From an optimization exercise on the open Yosys and OpenROAD flow, aimed at small area, a short achievable clock period and few clock cycles; shortcuts taken in it are not production practice. The RTL was checked by simulation tests, not by an equivalence proof against the original design. Power and IR drop assume default switching activity.

// video_entropy_coder
module video_entropy_coder (
    input  wire        clk,
    input  wire        rst,
    input  wire        cmd_valid,
    output wire        cmd_ready,
    input  wire [31:0] cmd,
    input  wire        coef_valid,
    output wire        coef_ready,
    input  wire [15:0] coef,
    output reg         tok_valid,
    output reg  [2:0]  tok_kind,
    output reg  [20:0] tok_val,
    output reg  [5:0]  tok_run,
    output reg  [3:0]  tok_len,
    output reg         tok_tab,
    output reg         diag_valid
);
Size in the first run: ~1200 flip-flops, about 91 I/O pins, roughly 53000 sq um of cells after synthesis.
Settings: LEC_CHECK=0, CAP_MARGIN=20, CORE_MARGIN=2, CORE_UTILIZATION=40, CTS_CLUSTER_DIAMETER=80, CTS_CLUSTER_SIZE=24, PLACE_DENSITY=0.6, SLEW_MARGIN=20; clock period 11.0 ns.
standard.sh (not shown) runs the stock make flow with config.mk's settings and CLKGATE_MAP_FILE= SYNTH_SCRIPT=/design/flow/synth_recipe.tcl, a recipe that flattens the netlist after the stock synthesis.
==> flow/flow/run.sh <==
#!/bin/bash
# The standard layout (the standard.sh: ORFS synthesis to final layout,
# unchanged), with the setup timing repair aimed below the design's clock
# period: repair_timing is asked for SETUP_SLACK_MARGIN ns of setup slack at
# the design's clock and constraints. The SDC is not changed.
set -o pipefail
export SETUP_SLACK_MARGIN=7.5
bash standard.sh > standard.log 2>&1
Testbench counts at the start, summed over its fixed seeds: cycles 99,164.
Edit:
--- a/flow/flow/run.sh
+++ b/flow/flow/run.sh
@@ -5,4 +5,4 @@
 # the design's clock and constraints. The SDC is not changed.
 set -o pipefail
-export SETUP_SLACK_MARGIN=7.5
+export SETUP_SLACK_MARGIN=7.7
 bash standard.sh > standard.log 2>&1
--- a/flow/config.mk
+++ b/flow/config.mk
@@ -8,7 +8,7 @@
 export CAP_MARGIN = 20
 export CORE_MARGIN = 2
-export CORE_UTILIZATION = 40
-export CTS_CLUSTER_DIAMETER = 80
-export CTS_CLUSTER_SIZE = 24
-export PLACE_DENSITY = 0.6
+export CORE_UTILIZATION = 55
+export CTS_CLUSTER_DIAMETER = 70
+export CTS_CLUSTER_SIZE = 32
+export PLACE_DENSITY = 0.7
 export SLEW_MARGIN = 20
Effect: Cell count falls by 7.3%. Synthesized cell count does not change. Via count is higher by 1.1%.


video_entropy_coder again, from the RTL that the note above started with.
==> flow/config.mk <==
export PLATFORM = sky130hd
export DESIGN_NAME = video_entropy_coder
export DESIGN_NICKNAME = video_entropy_coder
export VERILOG_FILES = /design/flow/design.v
export SDC_FILE = /design/flow/constraint.sdc
export NUM_CORES = 4
export LEC_CHECK = 0
export CAP_MARGIN = 20
export CORE_MARGIN = 2
export CORE_UTILIZATION = 60
export CTS_CLUSTER_DIAMETER = 80
export CTS_CLUSTER_SIZE = 24
export PLACE_DENSITY = 0.75
export SLEW_MARGIN = 20
==> flow/constraint.sdc <==
create_clock -name core_clock -period 11.0 [get_ports {clk}]
set_input_delay 2.2000 -clock core_clock [delete_from_list [all_inputs] [get_ports {clk}]]
set_output_delay 2.2000 -clock core_clock [all_outputs]
set_load 0.01 [all_outputs]
==> flow/flow/run.sh <==
#!/bin/bash
# The standard layout (the standard.sh: ORFS synthesis to final layout,
# unchanged), with the setup timing repair aimed below the design's clock
# period: repair_timing is asked for SETUP_SLACK_MARGIN ns of setup slack at
# the design's clock and constraints. The SDC is not changed.
set -o pipefail
export SETUP_SLACK_MARGIN=7.7
bash standard.sh > standard.log 2>&1
Testbench counts at the start, summed over its fixed seeds: cycles 99,164.
Rerun with:
--- a/flow/config.mk
+++ b/flow/config.mk
@@ -9,6 +9,6 @@
 export CORE_MARGIN = 2
-export CORE_UTILIZATION = 60
+export CORE_UTILIZATION = 55
 export CTS_CLUSTER_DIAMETER = 80
 export CTS_CLUSTER_SIZE = 24
-export PLACE_DENSITY = 0.75
+export PLACE_DENSITY = 0.7
 export SLEW_MARGIN = 20
Outcome: Critical path depth decreases by 7; first-iteration DRC count decreases by 7.7%; wire length increases by 0.76%; worst setup slack improves by 0.017 ns; power decreases by 0.84%; final area barely changes; non-clock buffer count decreases by 10; clock-buffer cell count increases by 7.

-- what the ideal ports hide --
The results above use ideal ports. As a check the final layouts listed here were re-extracted and re-timed, cells and wires unchanged. Step 1 sets driving cells, clkbuf_16 on the clock port and buf_2 on the other inputs (assumed; they add their load-dependent delay and slew). Step 2 times the ports against the registers' clock, not the clock port: input delays grow and output delays shrink by t, the midpoint of the rising clock arrivals with the driver on. a / b / c = no drivers / after step 1 / after step 2; a / b = the first two.
| run | t (ns) | slack for setup (ns) | hold WS [ns] | pins driven straight from the clock port |
|---|---|---|---|---|
| the first run of note 1 | 0.798 | 7.517 / 7.464 / 6.950 | 0.332 / 0.332 / 0.332 | 1 |
| the second run of note 1 | 0.768 | 7.585 / 7.529 / 7.018 | 0.331 / 0.331 / 0.331 | 1 |
| the first run of note 2 | 0.736 | 7.609 / 7.543 / 7.101 | 0.332 / 0.332 / 0.332 | 1 |
| the second run of note 2 | 0.752 | 7.626 / 7.550 / 7.030 | 0.331 / 0.331 / 0.331 | 1 |
After both steps every run listed still meets setup and hold. The setup slack of the second run of note 2, which loses most, moves by -0.076 ns with the drivers and by -0.596 ns with both steps.
